This design comes from an exercise in tuning for small area, a short achievable clock period and few clock cycles on the open sky130 flow, not from production work.
Function was checked by simulation only, so behaviour that the tests miss may differ from the original.

## flow/design.v (module list and top-level ports; edited modules follow where they fit)
// module rg_div: 62 lines
// module rot_geom: 897 lines
module rot_geom (
    input  wire        clk,
    input  wire        rst,         
    input  wire        start,
    input  wire        op,          
    input  wire [15:0] w,
    input  wire [15:0] h,
    input  wire [15:0] sin_q,       
    input  wire [15:0] cos_q,       
    output wire        busy,
    output wire        done,
    output wire [7:0]  errcode,
    output wire [31:0] res_a,       
    output wire [31:0] res_b        
);
  // ...
==> flow/flow/run.sh <==
#!/bin/bash
set -o pipefail
bash standard.sh SETUP_SLACK_MARGIN=9 TNS_END_PERCENT=10 finish > std_flow.log 2>&1
==> flow/standard.sh <==
#!/bin/bash
# synth_recipe.tcl (not shown) runs the flow's synth.tcl, then flattens the netlist and writes it again
# the make line also repeats each setting of config.mk as NAME=value (left out here)
make -C /OpenROAD-flow-scripts/flow DESIGN_CONFIG=/design/flow/config.mk WORK_HOME=/design/flow/orfs CLKGATE_MAP_FILE= SYNTH_SCRIPT=/design/flow/synth_recipe.tcl "${@:-finish}"
==> flow/config.mk <==
export PLATFORM = sky130hd
export DESIGN_NAME = rot_geom
export DESIGN_NICKNAME = rot_geom
export VERILOG_FILES = /design/flow/design.v
export SDC_FILE = /design/flow/constraint.sdc
export NUM_CORES = 4
export LEC_CHECK = 0
export CAP_MARGIN = 40
export CORE_MARGIN = 2
export CORE_UTILIZATION = 40
export PLACE_DENSITY = 0.6
export SLEW_MARGIN = 30
==> flow/constraint.sdc <==
create_clock -name core_clock -period 13.0 [get_ports {clk}]
set_input_delay 2.6000 -clock core_clock [delete_from_list [all_inputs] [get_ports {clk}]]
set_output_delay 2.6000 -clock core_clock [all_outputs]
set_load 0.01 [all_outputs]
==> flow_summary.ini, run 1 <==
[finish]
regArea_sq_mm = 0.0104
multi_input_area_sq_mm = 0.0297
fill_cells = 10100
area_dominant_class = multi-input gates
design_area_sq_mm = 0.0493
largest_reg_flops = 33
numSequentialCells = 428

[synth]
synth_top_family_by_area = compound AO/OA/AOI/OAI gates
synth_area_leaders = dfxtp_1, edfxtp_1, fa_1
synth.avg_cell_area_sq_um = 8.22
synth_common_cells = nand2_1, a21oi_1, inv_1

[critical_path]
critPathCaptureType = primary output
critical_path_buf_inv_count = 1
cp.required_ns = 10.40
cp_max_fo = 2
cp_cell_sequence = clkdlybuf4s50_1
crit_family = buffers and inverters

[routing]
postRouteAntennaNets = 0
route.met3.wl_mm = 24.3
drt_wl_total_mm = 192
routedWlPerCell_um = 29.0

[floorplanning]
ios = 142
start_util = 0.403
fp.dieW_um = 327

[run]
cap_violations = 0

[placed_design]
dp_worst_setup_slack_ns = 7.24

[clock_network]
ctsHtreeMaxLevel = 2
cts_root_buffer = clkbuf_16

[timing]
fmax_mhz = 233
relSlewSlack = 0.340
rsz0062_at_grt = true

[outcome]
status = timing/DRC/antenna clean

[global_routing]
grt_pass1_wl_mm = 271
Testbench counts, summed over its fixed seeds: cycles 26,260.
==> module rot_geom, before the edit <==
module rot_geom (
    input  wire        clk,
    input  wire        rst,         
    input  wire        start,
    input  wire        op,          
    input  wire [15:0] w,
    input  wire [15:0] h,
    input  wire [15:0] sin_q,       
    input  wire [15:0] cos_q,       
    output wire        busy,
    output wire        done,
    output wire [7:0]  errcode,
    output wire [31:0] res_a,       
    output wire [31:0] res_b        
);
    localparam [1:0] ST_IDLE = 2'd0, ST_MAC = 2'd1, ST_DIV = 2'd2, ST_DONE = 2'd3;
    reg [1:0]  st;
    reg [3:0]  ph;
    reg        op_q, err;
    reg [15:0] w_q, h_q, s_q, c_q;
    reg        wge, cgs, ceqs;        
    reg        amb;                   
    reg        thin2;                 
    reg        f15;
    reg        goA, goB;
    reg [1:0]  st_nx;
    reg        busy_o, done_o;        
    wire       busy_i  = (st == ST_MAC) || (st == ST_DIV);
    assign busy    = busy_o;
    assign done    = done_o;
    assign errcode = err ? 8'h32 : 8'h00;
    wire accept = start && !busy_i;
    wire start_fin = (w == 16'd0) || (h == 16'd0) || (op && sin_q == 16'd0 && cos_q == 16'd0);
    wire [15:0] L  = wge ? w_q : h_q;
    wire [15:0] Sh = wge ? h_q : w_q;
    wire [31:0] QA, QB;
    wire [30:0] RA, RB, DA, DB;
    wire        negA, negB, actA, actB, lastA, lastB;
    localparam [2:0] A_S = 3'd0, A_C = 3'd1, A_W = 3'd2, A_H = 3'd3, A_ZH = 3'd4, A_ZL = 3'd5;
    localparam [1:0] B_C = 2'd0, B_S = 2'd1, B_L = 2'd2;
    localparam [2:0] AD_0 = 3'd0, AD_RA = 3'd1, AD_RB = 3'd2, AD_D = 3'd3, AD_E = 3'd4, AD_SH = 3'd5;
    localparam [1:0] M_ADD = 2'd0, M_SUB = 2'd1, M_RSUB = 2'd2;    
    localparam [2:0] DS_QA = 3'd0, DS_QB = 3'd1, DS_RA = 3'd2, DS_RB = 3'd3, DS_D = 3'd4,
                     DS_QAS = 3'd5, DS_QBS = 3'd6, DS_AMB = 3'd7;
    wire [1:0] m_sub = cgs ? M_SUB : M_RSUB;
    reg        n_v;
    reg [2:0]  n_a, n_ad, n_ds;
    reg [1:0]  n_b, n_m;
    wire [3:0] nph = ph + 4'd1;
    always @* begin
        n_v = 1'b0; n_a = A_S; n_b = B_C; n_ad = AD_0; n_m = M_ADD; n_ds = DS_QA;
        if (!op_q) begin
            case (nph)
                4'd1: begin n_v = 1'b1; n_a = A_W; n_b = B_S; n_ds = DS_RB; end
                4'd2: begin n_v = 1'b1; n_a = A_H; n_b = B_S; n_ad = AD_RA; n_ds = DS_QAS; end
                4'd3: begin n_v = 1'b1; n_a = A_H; n_b = B_C; n_ad = AD_RB; n_ds = DS_QBS; end
                default: ;
            endcase
        end else begin
            case (nph)
                4'd1: begin n_v = 1'b1; n_a = A_C;  n_b = B_C; n_ds = DS_D; end
                4'd2: begin n_v = 1'b1; n_a = A_ZH; n_b = B_L; n_ad = AD_SH; n_m = M_SUB; n_ds = DS_QB; end
                4'd3: begin n_v = 1'b1; n_a = A_S;  n_b = B_S; n_ad = AD_D;  n_m = m_sub; n_ds = DS_D; end
                4'd4: begin n_v = 1'b1; n_a = A_W;  n_b = B_C; n_ds = DS_RA; end
                4'd5: begin n_v = 1'b1; n_a = A_H;  n_b = B_C; n_ds = DS_RB; end
                4'd6: begin n_v = 1'b1; n_a = A_H;  n_b = B_S; n_ad = AD_RA; n_m = m_sub; n_ds = DS_RA; end
                4'd7: begin n_v = 1'b1; n_a = A_W;  n_b = B_S; n_ad = AD_RB; n_m = m_sub; n_ds = DS_RB; end
                4'd8: begin n_v = amb;  n_a = A_ZL; n_b = B_L; n_ad = AD_E;  n_m = M_SUB; n_ds = DS_AMB; end
                default: ;
            endcase
        end
    end
    wire [33:0] X;
    reg [15:0] mA, mB;
    reg        p1_v;
    reg [2:0]  p1_ad, p1_ds;
    reg [1:0]  p1_m;
    reg [15:0] na_v, nb_v;
    always @* begin
        case (n_a)
            A_S:  na_v = s_q;
            A_C:  na_v = c_q;
            A_W:  na_v = w_q;
            A_H:  na_v = h_q;
            A_ZH: na_v = X[30:15];
            default: na_v = {1'b0, QA[14:0]};
        endcase
        case (n_b)
            B_C: nb_v = c_q;
            B_S: nb_v = s_q;
            default: nb_v = L;
        endcase
    end
    reg [31:0] addend;
    always @* begin
        case (p1_ad)
            AD_RA: addend = {1'b0, RA};
            AD_RB: addend = {1'b0, RB};
            AD_D:  addend = {1'b0, DA};
            AD_E:  addend = {QB[16:0], 15'd0};
            AD_SH: addend = {2'b00, Sh, 14'd0};
            default: addend = 32'd0;
        endcase
    end
    wire        p1_inv = (p1_m != M_ADD);
    wire [15:0] mul_a = mA;
    wire [15:0] mul_b = mB;
    wire [33:0] mul_add = {2'b00, addend} ^ {34{p1_inv}};
    wire        mul_cin = (p1_m == M_RSUB);
    wire [33:0] mul_s, mul_c;
    wire [255:0] pp;
    genvar gi, gj;
    generate for (gi = 0; gi < 16; gi = gi + 1) begin : g_pp
      for (gj = 0; gj < 16; gj = gj + 1) begin : g_ppj
        assign pp[gi*16+gj] = mul_a[gj] & mul_b[gi];
      end
    end endgenerate
    wire hs1 = pp[12] ^ pp[27];
    wire hc2 = pp[12] & pp[27];
    wire fs3 = pp[13] ^ pp[28] ^ pp[43];
    wire fc4 = (pp[13] & pp[28]) | (pp[13] & pp[43]) | (pp[28] & pp[43]);
    wire hs5 = pp[58] ^ pp[73];
    wire hc6 = pp[58] & pp[73];
    wire fs7 = pp[14] ^ pp[29] ^ pp[44];
    wire fc8 = (pp[14] & pp[29]) | (pp[14] & pp[44]) | (pp[29] & pp[44]);
    wire fs9 = pp[59] ^ pp[74] ^ pp[89];
    wire fc10 = (pp[59] & pp[74]) | (pp[59] & pp[89]) | (pp[74] & pp[89]);
    wire hs11 = pp[104] ^ pp[119];
    wire hc12 = pp[104] & pp[119];
    wire fs13 = pp[15] ^ pp[30] ^ pp[45];
    wire fc14 = (pp[15] & pp[30]) | (pp[15] & pp[45]) | (pp[30] & pp[45]);
    wire fs15 = pp[60] ^ pp[75] ^ pp[90];
    wire fc16 = (pp[60] & pp[75]) | (pp[60] & pp[90]) | (pp[75] & pp[90]);
    wire fs17 = pp[105] ^ pp[120] ^ pp[135];
    wire fc18 = (pp[105] & pp[120]) | (pp[105] & pp[135]) | (pp[120] & pp[135]);
    wire hs19 = pp[150] ^ pp[165];
    wire hc20 = pp[150] & pp[165];
    wire fs21 = pp[31] ^ pp[46] ^ pp[61];
    wire fc22 = (pp[31] & pp[46]) | (pp[31] & pp[61]) | (pp[46] & pp[61]);
    wire fs23 = pp[76] ^ pp[91] ^ pp[106];
    wire fc24 = (pp[76] & pp[91]) | (pp[76] & pp[106]) | (pp[91] & pp[106]);
    wire fs25 = pp[121] ^ pp[136] ^ pp[151];
    wire fc26 = (pp[121] & pp[136]) | (pp[121] & pp[151]) | (pp[136] & pp[151]);
    wire hs27 = pp[166] ^ pp[181];
    wire hc28 = pp[166] & pp[181];
    wire fs29 = pp[47] ^ pp[62] ^ pp[77];
    wire fc30 = (pp[47] & pp[62]) | (pp[47] & pp[77]) | (pp[62] & pp[77]);
    wire fs31 = pp[92] ^ pp[107] ^ pp[122];
    wire fc32 = (pp[92] & pp[107]) | (pp[92] & pp[122]) | (pp[107] & pp[122]);
    wire fs33 = pp[137] ^ pp[152] ^ pp[167];
    wire fc34 = (pp[137] & pp[152]) | (pp[137] & pp[167]) | (pp[152] & pp[167]);
    wire fs35 = pp[63] ^ pp[78] ^ pp[93];
    wire fc36 = (pp[63] & pp[78]) | (pp[63] & pp[93]) | (pp[78] & pp[93]);
    wire fs37 = pp[108] ^ pp[123] ^ pp[138];
    wire fc38 = (pp[108] & pp[123]) | (pp[108] & pp[138]) | (pp[123] & pp[138]);
    wire fs39 = pp[79] ^ pp[94] ^ pp[109];
    wire fc40 = (pp[79] & pp[94]) | (pp[79] & pp[109]) | (pp[94] & pp[109]);
    wire hs41 = pp[8] ^ pp[23];
    wire hc42 = pp[8] & pp[23];
    wire fs43 = pp[9] ^ pp[24] ^ pp[39];
    wire fc44 = (pp[9] & pp[24]) | (pp[9] & pp[39]) | (pp[24] & pp[39]);
    wire hs45 = pp[54] ^ pp[69];
    wire hc46 = pp[54] & pp[69];
    wire fs47 = pp[10] ^ pp[25] ^ pp[40];
    wire fc48 = (pp[10] & pp[25]) | (pp[10] & pp[40]) | (pp[25] & pp[40]);
    wire fs49 = pp[55] ^ pp[70] ^ pp[85];
    wire fc50 = (pp[55] & pp[70]) | (pp[55] & pp[85]) | (pp[70] & pp[85]);
    wire hs51 = pp[100] ^ pp[115];
    wire hc52 = pp[100] & pp[115];
    wire fs53 = pp[11] ^ pp[26] ^ pp[41];
    wire fc54 = (pp[11] & pp[26]) | (pp[11] & pp[41]) | (pp[26] & pp[41]);
    wire fs55 = pp[56] ^ pp[71] ^ pp[86];
    wire fc56 = (pp[56] & pp[71]) | (pp[56] & pp[86]) | (pp[71] & pp[86]);
    wire fs57 = pp[101] ^ pp[116] ^ pp[131];
    wire fc58 = (pp[101] & pp[116]) | (pp[101] & pp[131]) | (pp[116] & pp[131]);
    wire hs59 = pp[146] ^ pp[161];
    wire hc60 = pp[146] & pp[161];
    wire fs61 = hs1 ^ pp[42] ^ pp[57];
    wire fc62 = (hs1 & pp[42]) | (hs1 & pp[57]) | (pp[42] & pp[57]);
    wire fs63 = pp[72] ^ pp[87] ^ pp[102];
    wire fc64 = (pp[72] & pp[87]) | (pp[72] & pp[102]) | (pp[87] & pp[102]);
    wire fs65 = pp[117] ^ pp[132] ^ pp[147];
    wire fc66 = (pp[117] & pp[132]) | (pp[117] & pp[147]) | (pp[132] & pp[147]);
    wire fs67 = pp[162] ^ pp[177] ^ pp[192];
    wire fc68 = (pp[162] & pp[177]) | (pp[162] & pp[192]) | (pp[177] & pp[192]);
    wire fs69 = hc2 ^ fs3 ^ hs5;
    wire fc70 = (hc2 & fs3) | (hc2 & hs5) | (fs3 & hs5);
    wire fs71 = pp[88] ^ pp[103] ^ pp[118];
    wire fc72 = (pp[88] & pp[103]) | (pp[88] & pp[118]) | (pp[103] & pp[118]);
    wire fs73 = pp[133] ^ pp[148] ^ pp[163];
    wire fc74 = (pp[133] & pp[148]) | (pp[133] & pp[163]) | (pp[148] & pp[163]);
    wire fs75 = pp[178] ^ pp[193] ^ pp[208];
    wire fc76 = (pp[178] & pp[193]) | (pp[178] & pp[208]) | (pp[193] & pp[208]);
    wire fs77 = fc4 ^ hc6 ^ fs7;
    wire fc78 = (fc4 & hc6) | (fc4 & fs7) | (hc6 & fs7);
    wire fs79 = fs9 ^ hs11 ^ pp[134];
    wire fc80 = (fs9 & hs11) | (fs9 & pp[134]) | (hs11 & pp[134]);
    wire fs81 = pp[149] ^ pp[164] ^ pp[179];
    wire fc82 = (pp[149] & pp[164]) | (pp[149] & pp[179]) | (pp[164] & pp[179]);
    wire fs83 = pp[194] ^ pp[209] ^ pp[224];
    wire fc84 = (pp[194] & pp[209]) | (pp[194] & pp[224]) | (pp[209] & pp[224]);
    wire fs85 = fc8 ^ fc10 ^ hc12;
    wire fc86 = (fc8 & fc10) | (fc8 & hc12) | (fc10 & hc12);
    wire fs87 = fs13 ^ fs15 ^ fs17;
    wire fc88 = (fs13 & fs15) | (fs13 & fs17) | (fs15 & fs17);
    wire fs89 = hs19 ^ pp[180] ^ pp[195];
    wire fc90 = (hs19 & pp[180]) | (hs19 & pp[195]) | (pp[180] & pp[195]);
    wire fs91 = pp[210] ^ pp[225] ^ pp[240];
    wire fc92 = (pp[210] & pp[225]) | (pp[210] & pp[240]) | (pp[225] & pp[240]);
    wire fs93 = fc14 ^ fc16 ^ fc18;
    wire fc94 = (fc14 & fc16) | (fc14 & fc18) | (fc16 & fc18);
    wire fs95 = hc20 ^ fs21 ^ fs23;
    wire fc96 = (hc20 & fs21) | (hc20 & fs23) | (fs21 & fs23);
    wire fs97 = fs25 ^ hs27 ^ pp[196];
    wire fc98 = (fs25 & hs27) | (fs25 & pp[196]) | (hs27 & pp[196]);
    wire fs99 = pp[211] ^ pp[226] ^ pp[241];
    wire fc100 = (pp[211] & pp[226]) | (pp[211] & pp[241]) | (pp[226] & pp[241]);
    wire fs101 = fc22 ^ fc24 ^ fc26;
    wire fc102 = (fc22 & fc24) | (fc22 & fc26) | (fc24 & fc26);
    wire fs103 = hc28 ^ fs29 ^ fs31;
    wire fc104 = (hc28 & fs29) | (hc28 & fs31) | (fs29 & fs31);
    wire fs105 = fs33 ^ pp[182] ^ pp[197];
    wire fc106 = (fs33 & pp[182]) | (fs33 & pp[197]) | (pp[182] & pp[197]);
    wire fs107 = pp[212] ^ pp[227] ^ pp[242];
    wire fc108 = (pp[212] & pp[227]) | (pp[212] & pp[242]) | (pp[227] & pp[242]);
    wire fs109 = fc30 ^ fc32 ^ fc34;
    wire fc110 = (fc30 & fc32) | (fc30 & fc34) | (fc32 & fc34);
    wire fs111 = fs35 ^ fs37 ^ pp[153];
    wire fc112 = (fs35 & fs37) | (fs35 & pp[153]) | (fs37 & pp[153]);
    wire fs113 = pp[168] ^ pp[183] ^ pp[198];
    wire fc114 = (pp[168] & pp[183]) | (pp[168] & pp[198]) | (pp[183] & pp[198]);
    wire fs115 = pp[213] ^ pp[228] ^ pp[243];
    wire fc116 = (pp[213] & pp[228]) | (pp[213] & pp[243]) | (pp[228] & pp[243]);
    wire fs117 = fc36 ^ fc38 ^ fs39;
    wire fc118 = (fc36 & fc38) | (fc36 & fs39) | (fc38 & fs39);
    wire fs119 = pp[124] ^ pp[139] ^ pp[154];
    wire fc120 = (pp[124] & pp[139]) | (pp[124] & pp[154]) | (pp[139] & pp[154]);
    wire fs121 = pp[169] ^ pp[184] ^ pp[199];
    wire fc122 = (pp[169] & pp[184]) | (pp[169] & pp[199]) | (pp[184] & pp[199]);
    wire fs123 = pp[214] ^ pp[229] ^ pp[244];
    wire fc124 = (pp[214] & pp[229]) | (pp[214] & pp[244]) | (pp[229] & pp[244]);
    wire fs125 = fc40 ^ pp[95] ^ pp[110];
    wire fc126 = (fc40 & pp[95]) | (fc40 & pp[110]) | (pp[95] & pp[110]);
    wire fs127 = pp[125] ^ pp[140] ^ pp[155];
    wire fc128 = (pp[125] & pp[140]) | (pp[125] & pp[155]) | (pp[140] & pp[155]);
    wire fs129 = pp[170] ^ pp[185] ^ pp[200];
    wire fc130 = (pp[170] & pp[185]) | (pp[170] & pp[200]) | (pp[185] & pp[200]);
    wire fs131 = pp[215] ^ pp[230] ^ pp[245];
    wire fc132 = (pp[215] & pp[230]) | (pp[215] & pp[245]) | (pp[230] & pp[245]);
    wire fs133 = pp[111] ^ pp[126] ^ pp[141];
    wire fc134 = (pp[111] & pp[126]) | (pp[111] & pp[141]) | (pp[126] & pp[141]);
    wire fs135 = pp[156] ^ pp[171] ^ pp[186];
    wire fc136 = (pp[156] & pp[171]) | (pp[156] & pp[186]) | (pp[171] & pp[186]);
    wire fs137 = pp[201] ^ pp[216] ^ pp[231];
    wire fc138 = (pp[201] & pp[216]) | (pp[201] & pp[231]) | (pp[216] & pp[231]);
    wire fs139 = pp[127] ^ pp[142] ^ pp[157];
    wire fc140 = (pp[127] & pp[142]) | (pp[127] & pp[157]) | (pp[142] & pp[157]);
    wire fs141 = pp[172] ^ pp[187] ^ pp[202];
    wire fc142 = (pp[172] & pp[187]) | (pp[172] & pp[202]) | (pp[187] & pp[202]);
    wire fs143 = pp[143] ^ pp[158] ^ pp[173];
    wire fc144 = (pp[143] & pp[158]) | (pp[143] & pp[173]) | (pp[158] & pp[173]);
    wire hs145 = pp[5] ^ pp[20];
    wire hc146 = pp[5] & pp[20];
    wire fs147 = pp[6] ^ pp[21] ^ pp[36];
    wire fc148 = (pp[6] & pp[21]) | (pp[6] & pp[36]) | (pp[21] & pp[36]);
    wire hs149 = pp[51] ^ pp[66];
    wire hc150 = pp[51] & pp[66];
    wire fs151 = pp[7] ^ pp[22] ^ pp[37];
    wire fc152 = (pp[7] & pp[22]) | (pp[7] & pp[37]) | (pp[22] & pp[37]);
    wire fs153 = pp[52] ^ pp[67] ^ pp[82];
    wire fc154 = (pp[52] & pp[67]) | (pp[52] & pp[82]) | (pp[67] & pp[82]);
    wire hs155 = pp[97] ^ pp[112];
    wire hc156 = pp[97] & pp[112];
    wire fs157 = hs41 ^ pp[38] ^ pp[53];
    wire fc158 = (hs41 & pp[38]) | (hs41 & pp[53]) | (pp[38] & pp[53]);
    wire fs159 = pp[68] ^ pp[83] ^ pp[98];
    wire fc160 = (pp[68] & pp[83]) | (pp[68] & pp[98]) | (pp[83] & pp[98]);
    wire fs161 = pp[113] ^ pp[128] ^ mul_add[8];
    wire fc162 = (pp[113] & pp[128]) | (pp[113] & mul_add[8]) | (pp[128] & mul_add[8]);
    wire fs163 = hc42 ^ fs43 ^ hs45;
    wire fc164 = (hc42 & fs43) | (hc42 & hs45) | (fs43 & hs45);
    wire fs165 = pp[84] ^ pp[99] ^ pp[114];
    wire fc166 = (pp[84] & pp[99]) | (pp[84] & pp[114]) | (pp[99] & pp[114]);
    wire fs167 = pp[129] ^ pp[144] ^ mul_add[9];
    wire fc168 = (pp[129] & pp[144]) | (pp[129] & mul_add[9]) | (pp[144] & mul_add[9]);
    wire fs169 = fc44 ^ hc46 ^ fs47;
    wire fc170 = (fc44 & hc46) | (fc44 & fs47) | (hc46 & fs47);
    wire fs171 = fs49 ^ hs51 ^ pp[130];
    wire fc172 = (fs49 & hs51) | (fs49 & pp[130]) | (hs51 & pp[130]);
    wire fs173 = pp[145] ^ pp[160] ^ mul_add[10];
    wire fc174 = (pp[145] & pp[160]) | (pp[145] & mul_add[10]) | (pp[160] & mul_add[10]);
    wire fs175 = fc48 ^ fc50 ^ hc52;
    wire fc176 = (fc48 & fc50) | (fc48 & hc52) | (fc50 & hc52);
    wire fs177 = fs53 ^ fs55 ^ fs57;
    wire fc178 = (fs53 & fs55) | (fs53 & fs57) | (fs55 & fs57);
    wire fs179 = hs59 ^ pp[176] ^ mul_add[11];
    wire fc180 = (hs59 & pp[176]) | (hs59 & mul_add[11]) | (pp[176] & mul_add[11]);
    wire fs181 = fc54 ^ fc56 ^ fc58;
    wire fc182 = (fc54 & fc56) | (fc54 & fc58) | (fc56 & fc58);
    wire fs183 = hc60 ^ fs61 ^ fs63;
    wire fc184 = (hc60 & fs61) | (hc60 & fs63) | (fs61 & fs63);
    wire fs185 = fs65 ^ fs67 ^ mul_add[12];
    wire fc186 = (fs65 & fs67) | (fs65 & mul_add[12]) | (fs67 & mul_add[12]);
    wire fs187 = fc62 ^ fc64 ^ fc66;
    wire fc188 = (fc62 & fc64) | (fc62 & fc66) | (fc64 & fc66);
    wire fs189 = fc68 ^ fs69 ^ fs71;
    wire fc190 = (fc68 & fs69) | (fc68 & fs71) | (fs69 & fs71);
    wire fs191 = fs73 ^ fs75 ^ mul_add[13];
    wire fc192 = (fs73 & fs75) | (fs73 & mul_add[13]) | (fs75 & mul_add[13]);
    wire fs193 = fc70 ^ fc72 ^ fc74;
    wire fc194 = (fc70 & fc72) | (fc70 & fc74) | (fc72 & fc74);
    wire fs195 = fc76 ^ fs77 ^ fs79;
    wire fc196 = (fc76 & fs77) | (fc76 & fs79) | (fs77 & fs79);
    wire fs197 = fs81 ^ fs83 ^ mul_add[14];
    wire fc198 = (fs81 & fs83) | (fs81 & mul_add[14]) | (fs83 & mul_add[14]);
    wire fs199 = fc78 ^ fc80 ^ fc82;
    wire fc200 = (fc78 & fc80) | (fc78 & fc82) | (fc80 & fc82);
    wire fs201 = fc84 ^ fs85 ^ fs87;
    wire fc202 = (fc84 & fs85) | (fc84 & fs87) | (fs85 & fs87);
    wire fs203 = fs89 ^ fs91 ^ mul_add[15];
    wire fc204 = (fs89 & fs91) | (fs89 & mul_add[15]) | (fs91 & mul_add[15]);
    wire fs205 = fc86 ^ fc88 ^ fc90;
    wire fc206 = (fc86 & fc88) | (fc86 & fc90) | (fc88 & fc90);
    wire fs207 = fc92 ^ fs93 ^ fs95;
    wire fc208 = (fc92 & fs93) | (fc92 & fs95) | (fs93 & fs95);
    wire fs209 = fs97 ^ fs99 ^ mul_add[16];
    wire fc210 = (fs97 & fs99) | (fs97 & mul_add[16]) | (fs99 & mul_add[16]);
    wire fs211 = fc94 ^ fc96 ^ fc98;
    wire fc212 = (fc94 & fc96) | (fc94 & fc98) | (fc96 & fc98);
    wire fs213 = fc100 ^ fs101 ^ fs103;
    wire fc214 = (fc100 & fs101) | (fc100 & fs103) | (fs101 & fs103);
    wire fs215 = fs105 ^ fs107 ^ mul_add[17];
    wire fc216 = (fs105 & fs107) | (fs105 & mul_add[17]) | (fs107 & mul_add[17]);
    wire fs217 = fc102 ^ fc104 ^ fc106;
    wire fc218 = (fc102 & fc104) | (fc102 & fc106) | (fc104 & fc106);
    wire fs219 = fc108 ^ fs109 ^ fs111;
    wire fc220 = (fc108 & fs109) | (fc108 & fs111) | (fs109 & fs111);
    wire fs221 = fs113 ^ fs115 ^ mul_add[18];
    wire fc222 = (fs113 & fs115) | (fs113 & mul_add[18]) | (fs115 & mul_add[18]);
    wire fs223 = fc110 ^ fc112 ^ fc114;
    wire fc224 = (fc110 & fc112) | (fc110 & fc114) | (fc112 & fc114);
    wire fs225 = fc116 ^ fs117 ^ fs119;
    wire fc226 = (fc116 & fs117) | (fc116 & fs119) | (fs117 & fs119);
    wire fs227 = fs121 ^ fs123 ^ mul_add[19];
    wire fc228 = (fs121 & fs123) | (fs121 & mul_add[19]) | (fs123 & mul_add[19]);
    wire fs229 = fc118 ^ fc120 ^ fc122;
    wire fc230 = (fc118 & fc120) | (fc118 & fc122) | (fc120 & fc122);
    wire fs231 = fc124 ^ fs125 ^ fs127;
    wire fc232 = (fc124 & fs125) | (fc124 & fs127) | (fs125 & fs127);
    wire fs233 = fs129 ^ fs131 ^ mul_add[20];
    wire fc234 = (fs129 & fs131) | (fs129 & mul_add[20]) | (fs131 & mul_add[20]);
    wire fs235 = fc126 ^ fc128 ^ fc130;
    wire fc236 = (fc126 & fc128) | (fc126 & fc130) | (fc128 & fc130);
    wire fs237 = fc132 ^ fs133 ^ fs135;
    wire fc238 = (fc132 & fs133) | (fc132 & fs135) | (fs133 & fs135);
    wire fs239 = fs137 ^ pp[246] ^ mul_add[21];
    wire fc240 = (fs137 & pp[246]) | (fs137 & mul_add[21]) | (pp[246] & mul_add[21]);
    wire fs241 = fc134 ^ fc136 ^ fc138;
    wire fc242 = (fc134 & fc136) | (fc134 & fc138) | (fc136 & fc138);
    wire fs243 = fs139 ^ fs141 ^ pp[217];
    wire fc244 = (fs139 & fs141) | (fs139 & pp[217]) | (fs141 & pp[217]);
    wire fs245 = pp[232] ^ pp[247] ^ mul_add[22];
    wire fc246 = (pp[232] & pp[247]) | (pp[232] & mul_add[22]) | (pp[247] & mul_add[22]);
    wire fs247 = fc140 ^ fc142 ^ fs143;
    wire fc248 = (fc140 & fc142) | (fc140 & fs143) | (fc142 & fs143);
    wire fs249 = pp[188] ^ pp[203] ^ pp[218];
    wire fc250 = (pp[188] & pp[203]) | (pp[188] & pp[218]) | (pp[203] & pp[218]);
    wire fs251 = pp[233] ^ pp[248] ^ mul_add[23];
    wire fc252 = (pp[233] & pp[248]) | (pp[233] & mul_add[23]) | (pp[248] & mul_add[23]);
    wire fs253 = fc144 ^ pp[159] ^ pp[174];
    wire fc254 = (fc144 & pp[159]) | (fc144 & pp[174]) | (pp[159] & pp[174]);
    wire fs255 = pp[189] ^ pp[204] ^ pp[219];
    wire fc256 = (pp[189] & pp[204]) | (pp[189] & pp[219]) | (pp[204] & pp[219]);
    wire fs257 = pp[234] ^ pp[249] ^ mul_add[24];
    wire fc258 = (pp[234] & pp[249]) | (pp[234] & mul_add[24]) | (pp[249] & mul_add[24]);
    wire fs259 = pp[175] ^ pp[190] ^ pp[205];
    wire fc260 = (pp[175] & pp[190]) | (pp[175] & pp[205]) | (pp[190] & pp[205]);
    wire fs261 = pp[220] ^ pp[235] ^ pp[250];
    wire fc262 = (pp[220] & pp[235]) | (pp[220] & pp[250]) | (pp[235] & pp[250]);
    wire fs263 = pp[191] ^ pp[206] ^ pp[221];
    wire fc264 = (pp[191] & pp[206]) | (pp[191] & pp[221]) | (pp[206] & pp[221]);
    wire hs265 = pp[3] ^ pp[18];
    wire hc266 = pp[3] & pp[18];
    wire fs267 = pp[4] ^ pp[19] ^ pp[34];
    wire fc268 = (pp[4] & pp[19]) | (pp[4] & pp[34]) | (pp[19] & pp[34]);
    wire hs269 = pp[49] ^ pp[64];
    wire hc270 = pp[49] & pp[64];
    wire fs271 = hs145 ^ pp[35] ^ pp[50];
    wire fc272 = (hs145 & pp[35]) | (hs145 & pp[50]) | (pp[35] & pp[50]);
    wire fs273 = pp[65] ^ pp[80] ^ mul_add[5];
    wire fc274 = (pp[65] & pp[80]) | (pp[65] & mul_add[5]) | (pp[80] & mul_add[5]);
    wire fs275 = hc146 ^ fs147 ^ hs149;
    wire fc276 = (hc146 & fs147) | (hc146 & hs149) | (fs147 & hs149);
    wire fs277 = pp[81] ^ pp[96] ^ mul_add[6];
    wire fc278 = (pp[81] & pp[96]) | (pp[81] & mul_add[6]) | (pp[96] & mul_add[6]);
    wire fs279 = fc148 ^ hc150 ^ fs151;
    wire fc280 = (fc148 & hc150) | (fc148 & fs151) | (hc150 & fs151);
    wire fs281 = fs153 ^ hs155 ^ mul_add[7];
    wire fc282 = (fs153 & hs155) | (fs153 & mul_add[7]) | (hs155 & mul_add[7]);
    wire fs283 = fc152 ^ fc154 ^ hc156;
    wire fc284 = (fc152 & fc154) | (fc152 & hc156) | (fc154 & hc156);
    wire fs285 = fs157 ^ fs159 ^ fs161;
    wire fc286 = (fs157 & fs159) | (fs157 & fs161) | (fs159 & fs161);
    wire fs287 = fc158 ^ fc160 ^ fc162;
    wire fc288 = (fc158 & fc160) | (fc158 & fc162) | (fc160 & fc162);
    wire fs289 = fs163 ^ fs165 ^ fs167;
    wire fc290 = (fs163 & fs165) | (fs163 & fs167) | (fs165 & fs167);
    wire fs291 = fc164 ^ fc166 ^ fc168;
    wire fc292 = (fc164 & fc166) | (fc164 & fc168) | (fc166 & fc168);
    wire fs293 = fs169 ^ fs171 ^ fs173;
    wire fc294 = (fs169 & fs171) | (fs169 & fs173) | (fs171 & fs173);
    wire fs295 = fc170 ^ fc172 ^ fc174;
    wire fc296 = (fc170 & fc172) | (fc170 & fc174) | (fc172 & fc174);
    wire fs297 = fs175 ^ fs177 ^ fs179;
    wire fc298 = (fs175 & fs177) | (fs175 & fs179) | (fs177 & fs179);
    wire fs299 = fc176 ^ fc178 ^ fc180;
    wire fc300 = (fc176 & fc178) | (fc176 & fc180) | (fc178 & fc180);
    wire fs301 = fs181 ^ fs183 ^ fs185;
    wire fc302 = (fs181 & fs183) | (fs181 & fs185) | (fs183 & fs185);
    wire fs303 = fc182 ^ fc184 ^ fc186;
    wire fc304 = (fc182 & fc184) | (fc182 & fc186) | (fc184 & fc186);
    wire fs305 = fs187 ^ fs189 ^ fs191;
    wire fc306 = (fs187 & fs189) | (fs187 & fs191) | (fs189 & fs191);
    wire fs307 = fc188 ^ fc190 ^ fc192;
    wire fc308 = (fc188 & fc190) | (fc188 & fc192) | (fc190 & fc192);
    wire fs309 = fs193 ^ fs195 ^ fs197;
    wire fc310 = (fs193 & fs195) | (fs193 & fs197) | (fs195 & fs197);
    wire fs311 = fc194 ^ fc196 ^ fc198;
    wire fc312 = (fc194 & fc196) | (fc194 & fc198) | (fc196 & fc198);
    wire fs313 = fs199 ^ fs201 ^ fs203;
    wire fc314 = (fs199 & fs201) | (fs199 & fs203) | (fs201 & fs203);
    wire fs315 = fc200 ^ fc202 ^ fc204;
    wire fc316 = (fc200 & fc202) | (fc200 & fc204) | (fc202 & fc204);
    wire fs317 = fs205 ^ fs207 ^ fs209;
    wire fc318 = (fs205 & fs207) | (fs205 & fs209) | (fs207 & fs209);
    wire fs319 = fc206 ^ fc208 ^ fc210;
    wire fc320 = (fc206 & fc208) | (fc206 & fc210) | (fc208 & fc210);
    wire fs321 = fs211 ^ fs213 ^ fs215;
    wire fc322 = (fs211 & fs213) | (fs211 & fs215) | (fs213 & fs215);
    wire fs323 = fc212 ^ fc214 ^ fc216;
    wire fc324 = (fc212 & fc214) | (fc212 & fc216) | (fc214 & fc216);
    wire fs325 = fs217 ^ fs219 ^ fs221;
    wire fc326 = (fs217 & fs219) | (fs217 & fs221) | (fs219 & fs221);
    wire fs327 = fc218 ^ fc220 ^ fc222;
    wire fc328 = (fc218 & fc220) | (fc218 & fc222) | (fc220 & fc222);
    wire fs329 = fs223 ^ fs225 ^ fs227;
    wire fc330 = (fs223 & fs225) | (fs223 & fs227) | (fs225 & fs227);
    wire fs331 = fc224 ^ fc226 ^ fc228;
    wire fc332 = (fc224 & fc226) | (fc224 & fc228) | (fc226 & fc228);
    wire fs333 = fs229 ^ fs231 ^ fs233;
    wire fc334 = (fs229 & fs231) | (fs229 & fs233) | (fs231 & fs233);
    wire fs335 = fc230 ^ fc232 ^ fc234;
    wire fc336 = (fc230 & fc232) | (fc230 & fc234) | (fc232 & fc234);
    wire fs337 = fs235 ^ fs237 ^ fs239;
    wire fc338 = (fs235 & fs237) | (fs235 & fs239) | (fs237 & fs239);
    wire fs339 = fc236 ^ fc238 ^ fc240;
    wire fc340 = (fc236 & fc238) | (fc236 & fc240) | (fc238 & fc240);
    wire fs341 = fs241 ^ fs243 ^ fs245;
    wire fc342 = (fs241 & fs243) | (fs241 & fs245) | (fs243 & fs245);
    wire fs343 = fc242 ^ fc244 ^ fc246;
    wire fc344 = (fc242 & fc244) | (fc242 & fc246) | (fc244 & fc246);
    wire fs345 = fs247 ^ fs249 ^ fs251;
    wire fc346 = (fs247 & fs249) | (fs247 & fs251) | (fs249 & fs251);
    wire fs347 = fc248 ^ fc250 ^ fc252;
    wire fc348 = (fc248 & fc250) | (fc248 & fc252) | (fc250 & fc252);
    wire fs349 = fs253 ^ fs255 ^ fs257;
    wire fc350 = (fs253 & fs255) | (fs253 & fs257) | (fs255 & fs257);
    wire fs351 = fc254 ^ fc256 ^ fc258;
    wire fc352 = (fc254 & fc256) | (fc254 & fc258) | (fc256 & fc258);
    wire fs353 = fs259 ^ fs261 ^ mul_add[25];
    wire fc354 = (fs259 & fs261) | (fs259 & mul_add[25]) | (fs261 & mul_add[25]);
    wire fs355 = fc260 ^ fc262 ^ fs263;
    wire fc356 = (fc260 & fc262) | (fc260 & fs263) | (fc262 & fs263);
    wire fs357 = pp[236] ^ pp[251] ^ mul_add[26];
    wire fc358 = (pp[236] & pp[251]) | (pp[236] & mul_add[26]) | (pp[251] & mul_add[26]);
    wire fs359 = fc264 ^ pp[207] ^ pp[222];
    wire fc360 = (fc264 & pp[207]) | (fc264 & pp[222]) | (pp[207] & pp[222]);
    wire fs361 = pp[237] ^ pp[252] ^ mul_add[27];
    wire fc362 = (pp[237] & pp[252]) | (pp[237] & mul_add[27]) | (pp[252] & mul_add[27]);
    wire fs363 = pp[223] ^ pp[238] ^ pp[253];
    wire fc364 = (pp[223] & pp[238]) | (pp[223] & pp[253]) | (pp[238] & pp[253]);
    wire hs365 = pp[2] ^ pp[17];
    wire hc366 = pp[2] & pp[17];
    wire fs367 = hs265 ^ pp[33] ^ pp[48];
    wire fc368 = (hs265 & pp[33]) | (hs265 & pp[48]) | (pp[33] & pp[48]);
    wire fs369 = hc266 ^ fs267 ^ hs269;
    wire fc370 = (hc266 & fs267) | (hc266 & hs269) | (fs267 & hs269);
    wire fs371 = fc268 ^ hc270 ^ fs271;
    wire fc372 = (fc268 & hc270) | (fc268 & fs271) | (hc270 & fs271);
    wire fs373 = fc272 ^ fc274 ^ fs275;
    wire fc374 = (fc272 & fc274) | (fc272 & fs275) | (fc274 & fs275);
    wire fs375 = fc276 ^ fc278 ^ fs279;
    wire fc376 = (fc276 & fc278) | (fc276 & fs279) | (fc278 & fs279);
    wire fs377 = fc280 ^ fc282 ^ fs283;
    wire fc378 = (fc280 & fc282) | (fc280 & fs283) | (fc282 & fs283);
    wire fs379 = fc284 ^ fc286 ^ fs287;
    wire fc380 = (fc284 & fc286) | (fc284 & fs287) | (fc286 & fs287);
    wire fs381 = fc288 ^ fc290 ^ fs291;
    wire fc382 = (fc288 & fc290) | (fc288 & fs291) | (fc290 & fs291);
    wire fs383 = fc292 ^ fc294 ^ fs295;
    wire fc384 = (fc292 & fc294) | (fc292 & fs295) | (fc294 & fs295);
    wire fs385 = fc296 ^ fc298 ^ fs299;
    wire fc386 = (fc296 & fc298) | (fc296 & fs299) | (fc298 & fs299);
    wire fs387 = fc300 ^ fc302 ^ fs303;
    wire fc388 = (fc300 & fc302) | (fc300 & fs303) | (fc302 & fs303);
    wire fs389 = fc304 ^ fc306 ^ fs307;
    wire fc390 = (fc304 & fc306) | (fc304 & fs307) | (fc306 & fs307);
    wire fs391 = fc308 ^ fc310 ^ fs311;
    wire fc392 = (fc308 & fc310) | (fc308 & fs311) | (fc310 & fs311);
    wire fs393 = fc312 ^ fc314 ^ fs315;
    wire fc394 = (fc312 & fc314) | (fc312 & fs315) | (fc314 & fs315);
    wire fs395 = fc316 ^ fc318 ^ fs319;
    wire fc396 = (fc316 & fc318) | (fc316 & fs319) | (fc318 & fs319);
    wire fs397 = fc320 ^ fc322 ^ fs323;
    wire fc398 = (fc320 & fc322) | (fc320 & fs323) | (fc322 & fs323);
    wire fs399 = fc324 ^ fc326 ^ fs327;
    wire fc400 = (fc324 & fc326) | (fc324 & fs327) | (fc326 & fs327);
    wire fs401 = fc328 ^ fc330 ^ fs331;
    wire fc402 = (fc328 & fc330) | (fc328 & fs331) | (fc330 & fs331);
    wire fs403 = fc332 ^ fc334 ^ fs335;
    wire fc404 = (fc332 & fc334) | (fc332 & fs335) | (fc334 & fs335);
    wire fs405 = fc336 ^ fc338 ^ fs339;
    wire fc406 = (fc336 & fc338) | (fc336 & fs339) | (fc338 & fs339);
    wire fs407 = fc340 ^ fc342 ^ fs343;
    wire fc408 = (fc340 & fc342) | (fc340 & fs343) | (fc342 & fs343);
    wire fs409 = fc344 ^ fc346 ^ fs347;
    wire fc410 = (fc344 & fc346) | (fc344 & fs347) | (fc346 & fs347);
    wire fs411 = fc348 ^ fc350 ^ fs351;
    wire fc412 = (fc348 & fc350) | (fc348 & fs351) | (fc350 & fs351);
    wire fs413 = fc352 ^ fc354 ^ fs355;
    wire fc414 = (fc352 & fc354) | (fc352 & fs355) | (fc354 & fs355);
    wire fs415 = fc356 ^ fc358 ^ fs359;
    wire fc416 = (fc356 & fc358) | (fc356 & fs359) | (fc358 & fs359);
    wire fs417 = fc360 ^ fc362 ^ fs363;
    wire fc418 = (fc360 & fc362) | (fc360 & fs363) | (fc362 & fs363);
    wire fs419 = fc364 ^ pp[239] ^ pp[254];
    wire fc420 = (fc364 & pp[239]) | (fc364 & pp[254]) | (pp[239] & pp[254]);
    wire hs421 = pp[0] ^ mul_add[0];
    wire hc422 = pp[0] & mul_add[0];
    wire fs423 = pp[1] ^ pp[16] ^ mul_add[1];
    wire fc424 = (pp[1] & pp[16]) | (pp[1] & mul_add[1]) | (pp[16] & mul_add[1]);
    wire fs425 = hs365 ^ pp[32] ^ mul_add[2];
    wire fc426 = (hs365 & pp[32]) | (hs365 & mul_add[2]) | (pp[32] & mul_add[2]);
    wire fs427 = hc366 ^ fs367 ^ mul_add[3];
    wire fc428 = (hc366 & fs367) | (hc366 & mul_add[3]) | (fs367 & mul_add[3]);
    wire fs429 = fc368 ^ fs369 ^ mul_add[4];
    wire fc430 = (fc368 & fs369) | (fc368 & mul_add[4]) | (fs369 & mul_add[4]);
    wire fs431 = fc370 ^ fs371 ^ fs273;
    wire fc432 = (fc370 & fs371) | (fc370 & fs273) | (fs371 & fs273);
    wire fs433 = fc372 ^ fs373 ^ fs277;
    wire fc434 = (fc372 & fs373) | (fc372 & fs277) | (fs373 & fs277);
    wire fs435 = fc374 ^ fs375 ^ fs281;
    wire fc436 = (fc374 & fs375) | (fc374 & fs281) | (fs375 & fs281);
    wire fs437 = fc376 ^ fs377 ^ fs285;
    wire fc438 = (fc376 & fs377) | (fc376 & fs285) | (fs377 & fs285);
    wire fs439 = fc378 ^ fs379 ^ fs289;
    wire fc440 = (fc378 & fs379) | (fc378 & fs289) | (fs379 & fs289);
    wire fs441 = fc380 ^ fs381 ^ fs293;
    wire fc442 = (fc380 & fs381) | (fc380 & fs293) | (fs381 & fs293);
    wire fs443 = fc382 ^ fs383 ^ fs297;
    wire fc444 = (fc382 & fs383) | (fc382 & fs297) | (fs383 & fs297);
    wire fs445 = fc384 ^ fs385 ^ fs301;
    wire fc446 = (fc384 & fs385) | (fc384 & fs301) | (fs385 & fs301);
    wire fs447 = fc386 ^ fs387 ^ fs305;
    wire fc448 = (fc386 & fs387) | (fc386 & fs305) | (fs387 & fs305);
    wire fs449 = fc388 ^ fs389 ^ fs309;
    wire fc450 = (fc388 & fs389) | (fc388 & fs309) | (fs389 & fs309);
    wire fs451 = fc390 ^ fs391 ^ fs313;
    wire fc452 = (fc390 & fs391) | (fc390 & fs313) | (fs391 & fs313);
    wire fs453 = fc392 ^ fs393 ^ fs317;
    wire fc454 = (fc392 & fs393) | (fc392 & fs317) | (fs393 & fs317);
    wire fs455 = fc394 ^ fs395 ^ fs321;
    wire fc456 = (fc394 & fs395) | (fc394 & fs321) | (fs395 & fs321);
    wire fs457 = fc396 ^ fs397 ^ fs325;
    wire fc458 = (fc396 & fs397) | (fc396 & fs325) | (fs397 & fs325);
    wire fs459 = fc398 ^ fs399 ^ fs329;
    wire fc460 = (fc398 & fs399) | (fc398 & fs329) | (fs399 & fs329);
    wire fs461 = fc400 ^ fs401 ^ fs333;
    wire fc462 = (fc400 & fs401) | (fc400 & fs333) | (fs401 & fs333);
    wire fs463 = fc402 ^ fs403 ^ fs337;
    wire fc464 = (fc402 & fs403) | (fc402 & fs337) | (fs403 & fs337);
    wire fs465 = fc404 ^ fs405 ^ fs341;
    wire fc466 = (fc404 & fs405) | (fc404 & fs341) | (fs405 & fs341);
    wire fs467 = fc406 ^ fs407 ^ fs345;
    wire fc468 = (fc406 & fs407) | (fc406 & fs345) | (fs407 & fs345);
    wire fs469 = fc408 ^ fs409 ^ fs349;
    wire fc470 = (fc408 & fs409) | (fc408 & fs349) | (fs409 & fs349);
    wire fs471 = fc410 ^ fs411 ^ fs353;
    wire fc472 = (fc410 & fs411) | (fc410 & fs353) | (fs411 & fs353);
    wire fs473 = fc412 ^ fs413 ^ fs357;
    wire fc474 = (fc412 & fs413) | (fc412 & fs357) | (fs413 & fs357);
    wire fs475 = fc414 ^ fs415 ^ fs361;
    wire fc476 = (fc414 & fs415) | (fc414 & fs361) | (fs415 & fs361);
    wire fs477 = fc416 ^ fs417 ^ mul_add[28];
    wire fc478 = (fc416 & fs417) | (fc416 & mul_add[28]) | (fs417 & mul_add[28]);
    wire fs479 = fc418 ^ fs419 ^ mul_add[29];
    wire fc480 = (fc418 & fs419) | (fc418 & mul_add[29]) | (fs419 & mul_add[29]);
    wire fs481 = fc420 ^ pp[255] ^ mul_add[30];
    wire fc482 = (fc420 & pp[255]) | (fc420 & mul_add[30]) | (pp[255] & mul_add[30]);
    assign mul_s[0] = hs421;
    assign mul_c[0] = mul_cin;
    assign mul_s[1] = hc422;
    assign mul_c[1] = fs423;
    assign mul_s[2] = fc424;
    assign mul_c[2] = fs425;
    assign mul_s[3] = fc426;
    assign mul_c[3] = fs427;
    assign mul_s[4] = fc428;
    assign mul_c[4] = fs429;
    assign mul_s[5] = fc430;
    assign mul_c[5] = fs431;
    assign mul_s[6] = fc432;
    assign mul_c[6] = fs433;
    assign mul_s[7] = fc434;
    assign mul_c[7] = fs435;
    assign mul_s[8] = fc436;
    assign mul_c[8] = fs437;
    assign mul_s[9] = fc438;
    assign mul_c[9] = fs439;
    assign mul_s[10] = fc440;
    assign mul_c[10] = fs441;
    assign mul_s[11] = fc442;
    assign mul_c[11] = fs443;
    assign mul_s[12] = fc444;
    assign mul_c[12] = fs445;
    assign mul_s[13] = fc446;
    assign mul_c[13] = fs447;
    assign mul_s[14] = fc448;
    assign mul_c[14] = fs449;
    assign mul_s[15] = fc450;
    assign mul_c[15] = fs451;
    assign mul_s[16] = fc452;
    assign mul_c[16] = fs453;
    assign mul_s[17] = fc454;
    assign mul_c[17] = fs455;
    assign mul_s[18] = fc456;
    assign mul_c[18] = fs457;
    assign mul_s[19] = fc458;
    assign mul_c[19] = fs459;
    assign mul_s[20] = fc460;
    assign mul_c[20] = fs461;
    assign mul_s[21] = fc462;
    assign mul_c[21] = fs463;
    assign mul_s[22] = fc464;
    assign mul_c[22] = fs465;
    assign mul_s[23] = fc466;
    assign mul_c[23] = fs467;
    assign mul_s[24] = fc468;
    assign mul_c[24] = fs469;
    assign mul_s[25] = fc470;
    assign mul_c[25] = fs471;
    assign mul_s[26] = fc472;
    assign mul_c[26] = fs473;
    assign mul_s[27] = fc474;
    assign mul_c[27] = fs475;
    assign mul_s[28] = fc476;
    assign mul_c[28] = fs477;
    assign mul_s[29] = fc478;
    assign mul_c[29] = fs479;
    assign mul_s[30] = fc480;
    assign mul_c[30] = fs481;
    assign mul_s[31] = fc482;
    assign mul_c[31] = mul_add[31];
    assign mul_s[32] = mul_add[32];
    assign mul_c[32] = 1'b0;
    assign mul_s[33] = mul_add[33];
    assign mul_c[33] = 1'b0;
    reg [33:0] ms, mc;
    reg        s2_v, s2_inv;
    reg [2:0]  s2_ds;
    assign X = (ms + mc) ^ {34{s2_inv}};
    wire        xneg = X[33];
    wire [30:0] xmag = X[30:0] ^ {31{xneg}};      
    wire wr_qa  = s2_v && (s2_ds == DS_QA  || s2_ds == DS_QAS);
    wire wr_qb  = s2_v && (s2_ds == DS_QB  || s2_ds == DS_QBS);
    wire wr_ra  = s2_v && (s2_ds == DS_RA);
    wire wr_rb  = s2_v && (s2_ds == DS_RB);
    wire wr_d   = s2_v && (s2_ds == DS_D);
    wire [31:0] qa_v = (s2_ds == DS_QAS) ? {14'd0, X[32:15]} : X[31:0];
    wire [31:0] qb_v = (s2_ds == DS_QBS) ? {14'd0, X[32:15]} : X[31:0];
    wire amb_thin = X[33] || (X[32:0] == 33'd0);    
    wire        e_le0    = X[33] || (X == 34'd0);
    wire        thin_now = ceqs || e_le0;
    wire        irect_mac = (st == ST_MAC) && op_q;
    wire        thin_ld0  = irect_mac && (ph == 4'd3) && thin_now;
    wire        thin_ld   = irect_mac && ((ph == 4'd3) || (ph == 4'd10 && thin2));
    wire [15:0] dA_thin = wge ? s_q : c_q;
    wire [15:0] dB_thin = wge ? c_q : s_q;
    function [4:0] bitlen31;
        input [30:0] x;
        reg [31:0] v;
        reg [15:0] a2;  reg [31:0] p2;      
        reg [7:0]  a4;  reg [15:0] p4;      
        reg [3:0]  a8;  reg [11:0] p8;      
        reg [1:0]  a16; reg [7:0]  p16;     
        integer i;
        begin
            v = {1'b0, x};
            for (i = 0; i < 16; i = i + 1) begin
                a2[i] = v[2*i+1] | v[2*i];
                p2[2*i +: 2] = {1'b0, v[2*i+1]};
            end
            for (i = 0; i < 8; i = i + 1) begin
                a4[i] = a2[2*i+1] | a2[2*i];
                p4[2*i +: 2] = a2[2*i+1] ? {1'b1, p2[4*i+2]} : {1'b0, p2[4*i]};
            end
            for (i = 0; i < 4; i = i + 1) begin
                a8[i] = a4[2*i+1] | a4[2*i];
                p8[3*i +: 3] = a4[2*i+1] ? {1'b1, p4[4*i+2 +: 2]} : {1'b0, p4[4*i +: 2]};
            end
            for (i = 0; i < 2; i = i + 1) begin
                a16[i] = a8[2*i+1] | a8[2*i];
                p16[4*i +: 4] = a8[2*i+1] ? {1'b1, p8[6*i+3 +: 3]} : {1'b0, p8[6*i +: 3]};
            end
            if (a16[1])      bitlen31 = {1'b1, p16[7:4]} + 5'd1;
            else if (a16[0]) bitlen31 = {1'b0, p16[3:0]} + 5'd1;
            else             bitlen31 = 5'd0;
        end
    endfunction
    function [4:0] bitlen16;
        input [15:0] x;
        bitlen16 = bitlen31({15'd0, x});
    endfunction
    function [4:0] tcalc;             
        input [4:0] bm, bd;
        input       f;
        reg   [4:0] tr;
        reg   [3:0] fm1;
        begin
            tr  = bd - bm - 5'd1;
            fm1 = f ? 4'd14 : 4'd13;
            tcalc = {(bm >= bd), (tr > {1'b0, fm1}) ? fm1 : tr[3:0]};
        end
    endfunction
    reg  [4:0] blmA, blmB, bldN;      
    wire [4:0] bl_x = bitlen31(xmag);
    reg  [4:0] tA, tB;                
    reg  [4:0] tA_thin, tB_thin;
    always @(posedge clk) begin
        tA_thin <= tcalc(bitlen16(Sh), bitlen16(dA_thin), 1'b0);
        tB_thin <= tcalc(bitlen16(Sh), bitlen16(dB_thin), 1'b0);
    end
    reg al_sel;           
    wire [30:0] al_m   = al_sel ? RB : RA;
    wire        al_neg = al_sel ? negB : negA;
    wire [4:0]  al_t   = al_sel ? tB : tA;
    wire        al_fb  = al_t[4];
    wire [3:0]  t      = al_t[3:0];
    wire [45:0] shx    = {al_m, {15{al_neg}}} << t;
    wire [30:0] al_r0  = shx[45:15];
    wire [5:0]  al_k0  = (f15 ? 6'd15 : 6'd14) - {2'd0, t};
    wire clr_q = accept;
    wire kill  = rst || accept;
    rg_div u_da (
        .clk(clk),
        .ld_r(thin_ld || wr_ra), .ld_rv(thin_ld ? {15'd0, Sh} : xmag), .ld_neg(thin_ld ? 1'b0 : xneg),
        .ld_d(thin_ld || wr_d),  .ld_dv(thin_ld ? {15'd0, dA_thin} : X[30:0]),
        .ld_q(clr_q || wr_qa),   .ld_qv(clr_q ? 32'd0 : qa_v),
        .go(goA), .al_fb(al_fb), .al_r0(al_r0), .al_k0(al_k0), .f15(f15), .kill(kill),
        .Q(QA), .R(RA), .D(DA), .neg(negA), .act(actA), .last(lastA)
    );
    rg_div u_db (
        .clk(clk),
        .ld_r(thin_ld || wr_rb), .ld_rv(thin_ld ? {15'd0, Sh} : xmag), .ld_neg(thin_ld ? 1'b0 : xneg),
        .ld_d(thin_ld || wr_d),  .ld_dv(thin_ld ? {15'd0, dB_thin} : X[30:0]),
        .ld_q(clr_q || wr_qb),   .ld_qv(clr_q ? 32'd0 : qb_v),
        .go(goB), .al_fb(al_fb), .al_r0(al_r0), .al_k0(al_k0), .f15(f15), .kill(kill),
        .Q(QB), .R(RB), .D(DB), .neg(negB), .act(actB), .last(lastB)
    );
    assign res_a = QA;
    assign res_b = QB;
    wire div_fin = !goA && !goB && (!actA || lastA) && (!actB || lastB);
    always @(posedge clk) begin
        st_nx = st;
        wge  <= (w_q >= h_q);
        cgs  <= (c_q > s_q);
        ceqs <= (c_q == s_q);
        mA    <= na_v;
        mB    <= nb_v;
        p1_v  <= n_v && (st == ST_MAC) && !thin_ld0;
        p1_ad <= n_ad;
        p1_m  <= n_m;
        p1_ds <= n_ds;
        ms     <= mul_s;
        mc     <= mul_c;
        s2_v   <= p1_v && !thin_ld0;
        s2_inv <= (p1_m == M_SUB);
        s2_ds  <= p1_ds;
        goA <= 1'b0;
        goB <= 1'b0;
        if (!busy_i) begin
            op_q <= op;
            w_q  <= w;
            h_q  <= h;
            s_q  <= sin_q;
            c_q  <= cos_q;
            err  <= (w == 16'd0) || (h == 16'd0);
            mA    <= op ? sin_q : w;
            mB    <= cos_q;
            p1_ad <= AD_0;
            p1_m  <= M_ADD;
            p1_ds <= op ? DS_QA : DS_RA;
        end
        if (s2_v && s2_ds == DS_AMB) thin2 <= amb_thin;
        if (wr_ra) blmA <= bl_x;
        if (wr_rb) blmB <= bl_x;
        if (wr_d)  bldN <= bl_x;
        if (thin_ld) begin
            tA <= tA_thin;
            tB <= tB_thin;
        end else if (f15) begin
            tA <= tcalc(blmA, bldN, 1'b1);
            tB <= tcalc(blmB, bldN, 1'b1);
        end
        if (rst) begin
            st_nx   = ST_IDLE;
            p1_v <= 1'b0;
            s2_v <= 1'b0;
        end else begin
            case (st)
                ST_IDLE, ST_DONE: begin
                    st_nx = ST_IDLE;
                    ph   <= 4'd0;
                    p1_v <= 1'b0;
                    if (start) begin
                        if (start_fin) begin
                            st_nx   = ST_DONE;
                            p1_v <= 1'b0;
                        end else begin
                            st_nx   = ST_MAC;
                            p1_v <= 1'b1;
                        end
                    end
                end
                ST_MAC: begin
                    ph <= ph + 4'd1;
                    if (!op_q) begin
                        if (ph == 4'd4) st_nx = ST_DONE;
                    end else begin
                        if (ph == 4'd4) begin
                            amb <= !ceqs && !QB[31] && (QB != 32'd0) &&
                                   (QB[30:16] == 15'd0) && (QB[15:0] < L);
                        end
                        if (ph == 4'd3) begin
                            f15 <= !thin_now;
                            if (thin_now) begin
                                goA    <= 1'b1;
                                al_sel <= 1'b0;
                                st_nx     = ST_DIV;
                            end
                        end
                        if (ph == 4'd8 && !amb) begin
                            goA    <= 1'b1;
                            al_sel <= 1'b0;
                        end
                        if (ph == 4'd9 && !amb) begin
                            goB    <= 1'b1;
                            al_sel <= 1'b1;
                            st_nx     = ST_DIV;
                        end
                        if (ph == 4'd10 && amb) begin
                            f15    <= !thin2;
                            goA    <= 1'b1;
                            al_sel <= 1'b0;
                            st_nx     = ST_DIV;
                        end
                    end
                end
                ST_DIV: begin
                    if (goA && !actB) begin
                        goB    <= (al_sel == 1'b0) && !goB;
                        al_sel <= 1'b1;
                    end
                    if (div_fin) st_nx = ST_DONE;
                end
                default: st_nx = ST_IDLE;
            endcase
        end
        st     <= st_nx;
        if (rst) begin
            busy_o <= 1'b0;
            done_o <= 1'b0;
        end else if (!busy_i) begin
            busy_o <= start && !start_fin;
            done_o <= start && start_fin;
        end else if (st == ST_MAC && !op_q) begin
            busy_o <= (ph != 4'd4);
            done_o <= (ph == 4'd4);
        end else if (st == ST_DIV) begin
            busy_o <= !div_fin;
            done_o <= div_fin;
        end else begin
            busy_o <= 1'b1;
            done_o <= 1'b0;
        end
    end
endmodule
==> inputs of run 2 (changes only) <==
--- a/flow/design.v
+++ b/flow/design.v
@@ -805,7 +805,9 @@
     reg al_sel;           
     wire [30:0] al_m   = al_sel ? RB : RA;
     wire        al_neg = al_sel ? negB : negA;
-    wire [4:0]  al_t   = al_sel ? tB : tA;
+    wire [4:0]  tnA    = tcalc(blmA, bldN, 1'b1);
+    wire [4:0]  tnB    = tcalc(blmB, bldN, 1'b1);
+    wire [4:0]  al_t   = al_sel ? (f15 ? tnB : tB) : (f15 ? tnA : tA);
     wire        al_fb  = al_t[4];
     wire [3:0]  t      = al_t[3:0];
     wire [45:0] shx    = {al_m, {15{al_neg}}} << t;
@@ -870,9 +872,6 @@
         if (thin_ld) begin
             tA <= tA_thin;
             tB <= tB_thin;
-        end else if (f15) begin
-            tA <= tcalc(blmA, bldN, 1'b1);
-            tB <= tcalc(blmB, bldN, 1'b1);
         end
         if (rst) begin
             st_nx   = ST_IDLE;
@@ -911,11 +910,11 @@
                                 st_nx     = ST_DIV;
                             end
                         end
-                        if (ph == 4'd8 && !amb) begin
+                        if (ph == 4'd7 && !amb) begin
                             goA    <= 1'b1;
                             al_sel <= 1'b0;
                         end
-                        if (ph == 4'd9 && !amb) begin
+                        if (ph == 4'd8 && !amb) begin
                             goB    <= 1'b1;
                             al_sel <= 1'b1;
                             st_nx     = ST_DIV;
==> flow/flow/run.sh (replaced) <==
#!/bin/bash
# The standard layout, with
#  - repair_timing aiming at a shorter period than the clock (setup margin),
#    repairing only the worst endpoints so that the area stays small;
set -o pipefail
bash standard.sh SETUP_SLACK_MARGIN=9.3 TNS_END_PERCENT=10 \
    "BUFFER_PORTS_ARGS=-buffer_cell sky130_fd_sc_hd__buf_4" finish > std_flow.log 2>&1
==> run 2 against run 1 <==
Still clean. Global-route usage up 0.86 points. Fmax is 4.2% lower. Sequential share of layout area shrank 0.50 points. Hold slack better by 0.011 ns. Flip-flop and latch count is the same. Die area is 1.2% lower. Register-to-register slack worse by 0.28 ns.
==> flow_summary.ini, run 2 <==
[outcome]
status = timing/DRC/antenna clean

[clock_network]
cts_tree = built
cts_buffer_depth = 3
cts_root_buffer = clkbuf_16
clk_latency_ns = 0.66
cts_buffers = 52
clkTransAtPathRegs_ns = 0.07
clock_sinks = 428
ctsHtreeMaxLevel = 2

[routing]
route.met3.wl_mm = 27.2
wl_met2_mm = 79.2
drt_iter0_markers = 6273
postRouteAntennaNets = 0
drc = 0
via_count = 42000
dr.pass1.iters = 9
via_per_inst = 6.43
met1_length_mm = 73.1
routedWlPerCell_um = 30.1
drt_wl_total_mm = 196
top_layer_used = met5

[floorplanning]
dieArea_sq_mm = 0.105
rows = 117
die_h_um = 325
start_util = 0.404
fp.dieW_um = 325
ios = 142
core-area_sq_mm = 0.102

[timing]
fmax_mhz = 223
period_share = 0.345
slew_viol_final = 0
rsz0062_at_grt = true
clock_skew_ns = 0.0319
relSlewSlack = 0.332
setup_violations = 0
tightestPinTransition_ns = 0.976
setup_tns_ns = 0
fin_crit_ns = 4.48
hold_violations = 0

[finish]
drive_gt1_frac = 0.191
area_growth_pct = 21.5
nets = 5625
multi_input_area_sq_mm = 0.0303
largest_reg_flops = 33
regMostFlops = ms
regArea_sq_mm = 0.0103
utilization = 0.491
fill_cells = 9702
layout_common_cells = inv_1, nand2_1, a21oi_1
final_common_cell = inv_1

[synth]
synth_cell_types = 93
ys_ff_latch = 428
yosysWarnings = 2
yosysTopAreaCell = dfxtp_1
yosysMostFrequentCell = a21oi_1
ys_async_sr_fraction = 0
synthCells = 4881
synth_area_leaders = dfxtp_1, edfxtp_1, fa_1
synth.avg_cell_area_sq_um = 8.43
synthFlopType = dfxtp_1
yosysSeqAreaShare = 0.250
synth_edf_count = 170
synth_common_cells = a21oi_1, inv_1, nand2_1
synth_area_sq_mm = 0.0412
netlist.area_leader.share = 0.126

[critical_path]
cp_max_fo = 4
critPathCaptureType = register
cp-start-kind = register
cp.required_ns = 13.52
path_class = reg2reg
arrival_ns = 5.01

[global_routing]
grtUsageTotal = 0.353
first_global_vias = 38900
antenna_found_initial = 16
grt_max_degree = 62
overflow = 0
grt_pass1_wl_mm = 275

[placed_design]
io_buffers = 136
hpwl_mm = 141
gp_congestion = 1.11

[hold_path]
min_path_type = reg2reg

[run]
cap_violations = 0
-- run 2: changes by cell type in the layout (fill, tap and decap cells not counted), moves of 28 or more --
cell,delta
buf_4,+203
clkdlybuf4s50_1,-100
o21ai_0,-62
a21oi_1,-52
nand2_1,-73
mux2i_1,+29
dfxtp_1,+46
dlygate4sd2_1,-34
dfxtp_2,-28
nor2_1,-45
-- run 2: path summary, 6_finish.rpt --
check	start	end	slack, ns	cells past startpoint
min reg2reg	p1_ds[0]$_SDFF_PP0_	s2_ds[0]$_DFF_P_	0.33	0
max	mc[0]$_DFF_P_	bldN[2]$_DFFE_PP_	8.52	21
max reg2reg	mc[0]$_DFF_P_	bldN[2]$_DFFE_PP_	8.52	21
min	p1_ds[0]$_SDFF_PP0_	s2_ds[0]$_DFF_P_	0.33	0
-- run 2: what timing repair did --
action,4_1_cts,5_1_grt
pin swaps,97,64
setup endpoints to repair,323,309
hold buffers,0,0
gates resized for setup,291,204
gates cloned,8,6
setup buffers,129,66
-- run 2: metrics by stage --
step | setup WS (ns) | hold WS, ns | instances | instance area (sq um)
floorplan | 9.03 | 0.310 | 4885 | 41600
global placement | 7.58 | 0.314 | 6194 | 44000
detailed placement | 7.58 | 0.313 | 6211 | 44200
CTS | 8.56 | 0.327 | 6446 | 48400
global route | 8.41 | 0.343 | 6523 | 50000
finish | 8.52 | 0.329 | 6532 | 50000
-- run 2: area by class of cell --
| cell class | instances | share of cell area |
|---|---|---|
| Timing Repair inverter | 3 | 0.00125 |
| Inverter | 429 | 0.0331 |
| Sequential cell | 428 | 0.207 |
| Clock buffer | 75 | 0.0306 |
| Tap cell | 1368 | 0.0342 |
| Antenna cell | 10 | 0.000500 |
| Timing Repair Buffer | 469 | 0.0833 |
| Clock inverter | 23 | 0.00433 |
| Multi-Input combinational cell | 3727 | 0.606 |
-- run 2: logic make-up after synthesis --
logic type | Yosys count | share of synthesized area
buf+inv | 732 | 0.0678
flops | 428 | 0.250
compound gates | 1376 | 0.220
xor+xnor | 264 | 0.0570
simple gates | 1386 | 0.164
other cells | 1 | 0.0000911
fa+ha+maj | 447 | 0.178
mux | 247 | 0.0642
-- run 2: metal layers --
| metal | GRT usage | vias to the layer above |
|---|---|---|
| met2 | 0.510 | 3113 |
| met5 | 0.0118 | - |
| met4 | 0.215 | 20 |
| li1 | - | 17900 |
| met3 | 0.128 | 820 |
| met1 | 0.446 | 20200 |
-- run 2: critical path, stage by stage, from the launching register on --
cell	delay, ns
dfxtp_2	0.33
ha_4	0.16
fa_2	0.33
a21o_1	0.22
a221oi_4	0.25
buf_6	0.15
nor2_4	0.04
or2_4	0.24
xor2_2	0.56
or4_4	0.27
buf_6	0.10
nor3_4	0.03
a21o_1	0.19
and2_4	0.14
o21a_1	0.18
ha_2	0.20
buf_6	0.12
mux2i_2	0.22
buf_4	0.16
a211oi_2	0.06
a311oi_2	0.18
buf_4	0.18
Testbench counts of run 2, summed over its fixed seeds: cycles 25,719.

-- re-timing with driven ports --
How much do the figures lean on ideal ports? The routed layouts below were timed once more, with nothing changed but the port constraints.
Step 1: set_driving_cell puts a clkbuf_16 on clk and a buf_2 on each other input, an assumption about the parent block.
Step 2 adds t to the input delays and takes it off the output delays; t is the mean of the earliest and latest rising clock arrival at the registers after step 1. Input paths then give back, and output paths get back, about the clock's delay inside the block.
Slacks: ideal / step 1 / step 2; pairs: ideal / step 1.
run | shift t [ns] | setup WS [ns] | worst hold slack (ns) | clock arrival spread, ns | cell pins on the clock port's net
run 1 | 0.724 | 8.708 / 8.640 / 8.172 | 0.317 / 0.317 / 0.317 | 0.023 / 0.023 | 1
run 2 | 0.722 | 8.518 / 8.484 / 7.990 | 0.329 / 0.329 / 0.329 | 0.032 / 0.032 | 1
After both steps setup and hold are still met in every run listed. The setup slack of run 1, which loses most, moves by -0.068 ns with the drivers and by -0.536 ns with both steps.
